From an optimization exercise on the open Yosys and OpenROAD flow, aimed at small area; shortcuts taken in it are not production practice.
At most, simulation tests tie the RTL to the original design; equivalence was not proved.
Power figures rest on the tool's default switching activity, not on a simulated workload.

==> 11-07 <==
==> flow/design.v (excerpt) <==
module wiegand_core (
    input             clk,
    input             rst,
    input             tick_us,
    input             edge_d0,
    input             edge_d1,
    input             cfg_deadtime_en,
    input      [31:0] cfg_dead_time_us,
    input      [31:0] cfg_partial_timeout_us,
    input      [31:0] cfg_gap_us,
    input      [31:0] cfg_dup_window_us,
    input      [31:0] cfg_cadence_us,
    input             cfg_overflow_policy,
    output reg        tx_valid,
    output     [15:0] tx_id,
    output     [55:0] tx_msg,
    output     [2:0]  tx_len,
    output reg        ev_cap_ok,
    output reg        ev_cap_err,
    output reg        ev_q_ovf,
    output     [15:0] ev_push_id,
    output reg        ev_evict,
    output     [15:0] ev_evict_id
);
    localparam FRAME_BITS = 26;
    reg [4:0]  fcnt;
    reg [15:0] idsr;        
    reg [15:0] dup_id;      
    reg        pend;        
    reg [4:0]  head_p;      
    reg [4:0]  tail_p;      
    reg [5:0]  count;
    reg [15:0] ring [0:31];
    reg [15:0] out_id;
    reg [31:0] r_bit, r_edge, r_dup, r_tx;
    reg        x_bit, x_edge, x_dup, x_tx;
    wire        q_empty = (count == 6'd0);
    wire        attempt = x_tx || (r_tx == 32'd0);           
    wire        pop     = attempt && !q_empty;
    wire fcnt_partial = (fcnt != 5'd0) && (fcnt < FRAME_BITS);
    wire abandon  = fcnt_partial && x_bit;                   
    wire complete = (fcnt == FRAME_BITS) && x_bit;           
    wire in_window = !x_dup && (r_dup != 32'd0);
    wire suppress  = (dup_id == idsr) && in_window;
    wire forward   = complete && !suppress;
    wire [5:0] count_after_pop = count - {5'd0, pop};
    wire       full_after_pop  = count_after_pop[5];
    wire       push_ok     = forward && !full_after_pop;
    wire       push_evict  = forward && full_after_pop && !cfg_overflow_policy;
    wire       push_reject = forward && full_after_pop && cfg_overflow_policy;
    wire       store       = push_ok || push_evict;
    wire [4:0] pend_p = head_p - 5'd1;                
    wire       inj    = pend && (pend_p[3:0] == 4'd0);
    wire       bypass = pend && (tail_p == pend_p);
    wire [31:0] tail_oh;
    wg_dec5 u_dec5 (.s(tail_p), .en(!bypass), .oh(tail_oh));
    wire [527:0] rd_words;
    genvar g;
    generate
        for (g = 0; g < 32; g = g + 1) begin : g_rd
  ...
clock: 20.0 ns
lec_check: 0
cap_margin: 20
core_margin: 2
core_utilization: 40
slew_margin: 20
synth_hierarchical: 1
standard.sh (not shown) runs the stock make flow with config.mk's settings and CLKGATE_MAP_FILE= SYNTH_SCRIPT=/design/flow/synth_recipe.tcl, a recipe that flattens the netlist after the stock synthesis.
==> flow/flow/run.sh <==
#!/bin/bash
set -euo pipefail
bash standard.sh \
  "BUFFER_PORTS_ARGS=-buffer_cell sky130_fd_sc_hd__buf_1" \
  "CTS_ARGS=-sink_clustering_enable -repair_clock_nets -dont_use_dummy_load -buf_list sky130_fd_sc_hd__clkbuf_8 -sink_clustering_size 30" \
  finish > flow.log 2>&1
==> 04-24 (differences from 11-07) <==
--- a/flow/design.v
+++ b/flow/design.v
@@ -103,17 +103,39 @@
             assign oh[g] = en && (s == g);
         end
     endgenerate
 endmodule
 module wg_add3 (
-    input  [3:0] a,
+    input      [3:0] a,
+    output reg [3:0] y
+);
+    always @* begin
+        case (a)
+            4'd0: y = 4'd0;
+            4'd1: y = 4'd1;
+            4'd2: y = 4'd2;
+            4'd3: y = 4'd3;
+            4'd4: y = 4'd4;
+            4'd5: y = 4'd8;
+            4'd6: y = 4'd9;
+            4'd7: y = 4'd10;
+            4'd8: y = 4'd11;
+            4'd9: y = 4'd12;
+            4'd10: y = 4'd11;
+            4'd11: y = 4'd8;
+            4'd12: y = 4'd5;
+            4'd13: y = 4'd6;
+            4'd14: y = 4'd9;
+            4'd15: y = 4'd2;
+        endcase
+    end
+endmodule
+module wg_add3_lo (
+    input  [2:0] a,
     output [3:0] y
 );
-    assign y[3] = a[3] | (a[2] & a[1]) | (a[2] & a[0]);
-    assign y[2] = (a[3] & a[0]) | (a[2] & ~a[1] & ~a[0]);
-    assign y[1] = (a[3] & ~a[0]) | (~a[2] & a[1]) | (a[1] & a[0]);
-    assign y[0] = (a[3] & ~a[0]) | (~a[3] & ~a[2] & a[0]) | (a[2] & a[1] & ~a[0]);
+    assign y = (a == 3'd5) ? 4'd8 : (a == 3'd6) ? 4'd9 : (a == 3'd7) ? 4'd10 : {1'b0, a};
 endmodule
 module wg_bin2bcd (
     input  [15:0] id,
     output [19:0] bcd
 );
@@ -122,11 +144,13 @@
     genvar i, k;
     generate
         for (i = 0; i < 16; i = i + 1) begin : g_st
             wire [19:0] c;
             for (k = 0; k < 5; k = k + 1) begin : g_d
-                if ((1 << i) > 5 * (10 ** k) && k < 4) begin : g_fix
+                if ((1 << i) > 5 * (10 ** k) && (1 << (i - 1)) <= 5 * (10 ** k) && (1 << i) <= 8 * (10 ** k)) begin : g_first
+                    wg_add3_lo u_add3 (.a(st[i][4*k +: 3]), .y(c[4*k +: 4]));
+                end else if ((1 << i) > 5 * (10 ** k) && k < 4) begin : g_fix
                     wg_add3 u_add3 (.a(st[i][4*k +: 4]), .y(c[4*k +: 4]));
                 end else begin : g_pass
                     assign c[4*k +: 4] = st[i][4*k +: 4];
                 end
             end
@@ -195,48 +219,48 @@
     reg [15:0] idsr;        
     reg [15:0] dup_id;      
     reg        pend;        
     reg [4:0]  head_p;      
     reg [4:0]  tail_p;      
-    reg [5:0]  count;
+    reg        full;        
     reg [15:0] ring [0:31];
-    reg [15:0] out_id;
     reg [31:0] r_bit, r_edge, r_dup, r_tx;
     reg        x_bit, x_edge, x_dup, x_tx;
-    wire        q_empty = (count == 6'd0);
+    wire        q_empty = (head_p == tail_p) && !full;
     wire        attempt = x_tx || (r_tx == 32'd0);           
     wire        pop     = attempt && !q_empty;
     wire fcnt_partial = (fcnt != 5'd0) && (fcnt < FRAME_BITS);
     wire abandon  = fcnt_partial && x_bit;                   
     wire complete = (fcnt == FRAME_BITS) && x_bit;           
     wire in_window = !x_dup && (r_dup != 32'd0);
     wire suppress  = (dup_id == idsr) && in_window;
     wire forward   = complete && !suppress;
-    wire [5:0] count_after_pop = count - {5'd0, pop};
-    wire       full_after_pop  = count_after_pop[5];
+    wire       full_after_pop  = full && !pop;
     wire       push_ok     = forward && !full_after_pop;
     wire       push_evict  = forward && full_after_pop && !cfg_overflow_policy;
     wire       push_reject = forward && full_after_pop && cfg_overflow_policy;
     wire       store       = push_ok || push_evict;
     wire [4:0] pend_p = head_p - 5'd1;                
     wire       inj    = pend && (pend_p[3:0] == 4'd0);
-    wire       bypass = pend && (tail_p == pend_p);
+    wire       bypass = pend && (head_p == tail_p) && !full;
     wire [31:0] tail_oh;
     wg_dec5 u_dec5 (.s(tail_p), .en(!bypass), .oh(tail_oh));
     wire [527:0] rd_words;
     genvar g;
     generate
         for (g = 0; g < 32; g = g + 1) begin : g_rd
-            assign rd_words[16*g +: 16] = ring[g];
+            assign rd_words[16*g +: 16] = ring[(g + 31) % 32];
         end
     endgenerate
     assign rd_words[527:512] = dup_id;
-    wire [15:0] q_tail_data;
+    wire [15:0] removed_id;
     wg_onehot_mux33 u_rd (
         .d  (rd_words),
         .sel({bypass, tail_oh}),
-        .y  (q_tail_data));
+        .y  (removed_id));
+    wire [4:0] head_p_next = head_p - {4'd0, !store};
+    wire [4:0] tail_p_next = tail_p - {4'd0, !(pop || push_evict)};
     integer i;
     always @(posedge clk) begin
         for (i = 0; i < 31; i = i + 1)
             ring[i] <= ring[i + 1];
         ring[31] <= ring[0];
@@ -245,16 +269,16 @@
     end
     always @(posedge clk) begin
         if (rst) begin
             head_p <= 5'd0;
             tail_p <= 5'd0;
-            count  <= 6'd0;
+            full   <= 1'b0;
             pend   <= 1'b0;
         end else begin
-            head_p <= head_p - {4'd0, !store};
-            tail_p <= tail_p - {4'd0, !(pop || push_evict)};
-            count  <= count_after_pop + {5'd0, push_ok};
+            head_p <= head_p_next;
+            tail_p <= tail_p_next;
+            full   <= full ? (!pop || push_ok) : (push_ok && !pop && head_p_next == tail_p_next);
             pend   <= store || (pend && !inj);
         end
     end
     wire       clear_frame     = abandon || complete;
     wire [4:0] fcnt_after_poll = clear_frame ? 5'd0 : fcnt;
@@ -337,16 +361,14 @@
             ev_cap_err <= abandon;
             ev_q_ovf   <= push_reject;
             ev_evict   <= push_evict;
         end
     end
-    always @(posedge clk)
-        out_id <= q_tail_data;
-    assign tx_id       = out_id;
-    assign ev_evict_id = out_id;
+    assign tx_id       = removed_id;
+    assign ev_evict_id = removed_id;
     assign ev_push_id  = idsr;
     wg_dec_ascii u_dec_ascii (
-        .id (out_id),
+        .id (removed_id),
         .msg(tx_msg),
         .len(tx_len)
     );
 endmodule
==> flow/flow/run.sh (replaced) <==
#!/bin/bash
set -euo pipefail
bash standard.sh \
  "BUFFER_PORTS_ARGS=-buffer_cell sky130_fd_sc_hd__buf_1" \
  "CTS_ARGS=-sink_clustering_enable -repair_clock_nets -dont_use_dummy_load -buf_list sky130_fd_sc_hd__clkbuf_8 -sink_clustering_size 20 -sink_clustering_max_diameter 100" \
  "RECOVER_POWER=100" \
  finish > flow.log 2>&1
==> notes <==
11-07 finished clean. 04-24 completed, yet does not pass: capacitance limit, slew limit. Of 11-07 and 04-24, 04-24 has the higher hold slack (gap 0.024 ns). Of 04-24 and 11-07, 04-24 has the higher critical path depth (gap 12). Between 04-24 and 11-07, the lower power is in 04-24 (gap 36%, measured against 11-07). Between 11-07 and 04-24, the lower non-clock buffer count is in 11-07 (gap 23).
Function not checked in 04-24: the RTL went through the layout flow alone.


==> inputs of run D <==
wiegand_core, a different RTL version from the one above (not shown whole).
==> module wg_add3, before the edit <==
module wg_add3 (
    input      [3:0] a,
    output reg [3:0] y
);
    always @* begin
        case (a)
            4'd0: y = 4'd0;
            4'd1: y = 4'd1;
            4'd2: y = 4'd2;
            4'd3: y = 4'd3;
            4'd4: y = 4'd4;
            4'd5: y = 4'd8;
            4'd6: y = 4'd9;
            4'd7: y = 4'd10;
            4'd8: y = 4'd11;
            4'd9: y = 4'd12;
            4'd10: y = 4'd11;
            4'd11: y = 4'd8;
            4'd12: y = 4'd5;
            4'd13: y = 4'd6;
            4'd14: y = 4'd9;
            4'd15: y = 4'd2;
        endcase
    end
endmodule
clock: 20.0 ns
lec_check: 0
cap_margin: 20
core_margin: 2
core_utilization: 40
slew_margin: 20
synth_hierarchical: 1
==> flow/flow/run.sh <==
#!/bin/bash
set -euo pipefail
bash standard.sh \
  "BUFFER_PORTS_ARGS=-buffer_cell sky130_fd_sc_hd__buf_1" \
  "CTS_ARGS=-sink_clustering_enable -repair_clock_nets -dont_use_dummy_load -buf_list sky130_fd_sc_hd__clkbuf_8 -sink_clustering_size 16 -sink_clustering_max_diameter 80" \
  finish > flow.log 2>&1
==> inputs of run P, as changes to run D <==
--- a/flow/design.v
+++ b/flow/design.v
@@ -135,6 +135,6 @@
             4'd11: y = 4'd8;
-            4'd12: y = 4'd5;
-            4'd13: y = 4'd6;
+            4'd12: y = 4'd13;
+            4'd13: y = 4'd14;
             4'd14: y = 4'd9;
-            4'd15: y = 4'd2;
+            4'd15: y = 4'd10;
         endcase
--- a/flow/config.mk
+++ b/flow/config.mk
@@ -9,3 +9,4 @@
 export CORE_MARGIN = 2
-export CORE_UTILIZATION = 40
+export CORE_UTILIZATION = 50
+export GPL_TIMING_DRIVEN = 0
 export SLEW_MARGIN = 20
==> qor summary <==
| metric | run D | run P |
|---|---|---|
| Status | timing/DRC/antenna clean | timing/DRC/antenna clean |
| Synthesized cell area | 24330 µm² | 24060 µm² |
| Total global routing track utilization | 0.2012 | 0.2505 |
| Initial antenna violation count | 2 | 0 |
| End of the critical path | tx_msg[33] | tx_msg[12] |
| Area Growth Syn to Fin | 10.52% | 12.01% |
| Count of nets after finishing | 2569 | 2582 |
| Power dissipated by switching net loads | 543.2 µW | 545.9 µW |
| Layout clock area frac | 0.02508 | 0.02502 |
| Routed wire per std cell | 20.33 µm | 20.96 µm |
| Met2 track demand over resource in global routing | 0.3359 | 0.3987 |
| DP Wirelength | 44630 µm | 42450 µm |
| Buffers and inverters on the worst path | 4 | 5 |
| Length of routed met3 wiring | 5569 µm | 5403 µm |
| Latest clock arrival within the worst-skew pair | 0.66 ns | 0.68 ns |
| Actual slew at the worst max-slew pin | 1.016 ns | 1.072 ns |
| Leakage power summed over all cells | 9.972 nW | 10.04 nW |
| Sequential-to-total area share from yosys stat | 0.5876 | 0.5940 |

## port drivers added, routing unchanged
No port has a modelled driver above. Below, the same layouts with a new extraction and two added sets of constraints.
Step 1 assumes that a clkbuf_16 drives the clock port and a buf_2 every other input.
Step 2 adds t to the input delays and takes it off the output delays; t is the mean of the earliest and latest rising clock arrival at the registers after step 1. Input paths then give back, and output paths get back, about the clock's delay inside the block.
Slacks: no drivers / after step 1 / after step 2; pairs: no drivers / after step 1.
run | t, ns | slack for setup (ns) | latest minus earliest clock arrival (ns) | pins driven straight from the clock port
11-07 | 0.724 | 8.028 / 7.977 / 7.692 | 0.091 / 0.091 | 1
04-24 | 0.681 | 3.337 / 3.285 / 3.966 | 0.063 / 0.064 | 1
run D | 0.691 | 4.015 / 3.967 / 4.658 | 0.028 / 0.028 | 1
run P | 0.694 | 4.723 / 4.668 / 5.361 | 0.089 / 0.089 | 1
The setup slack of 11-07, which loses most, moves by -0.051 ns with the drivers and by -0.336 ns with both steps.
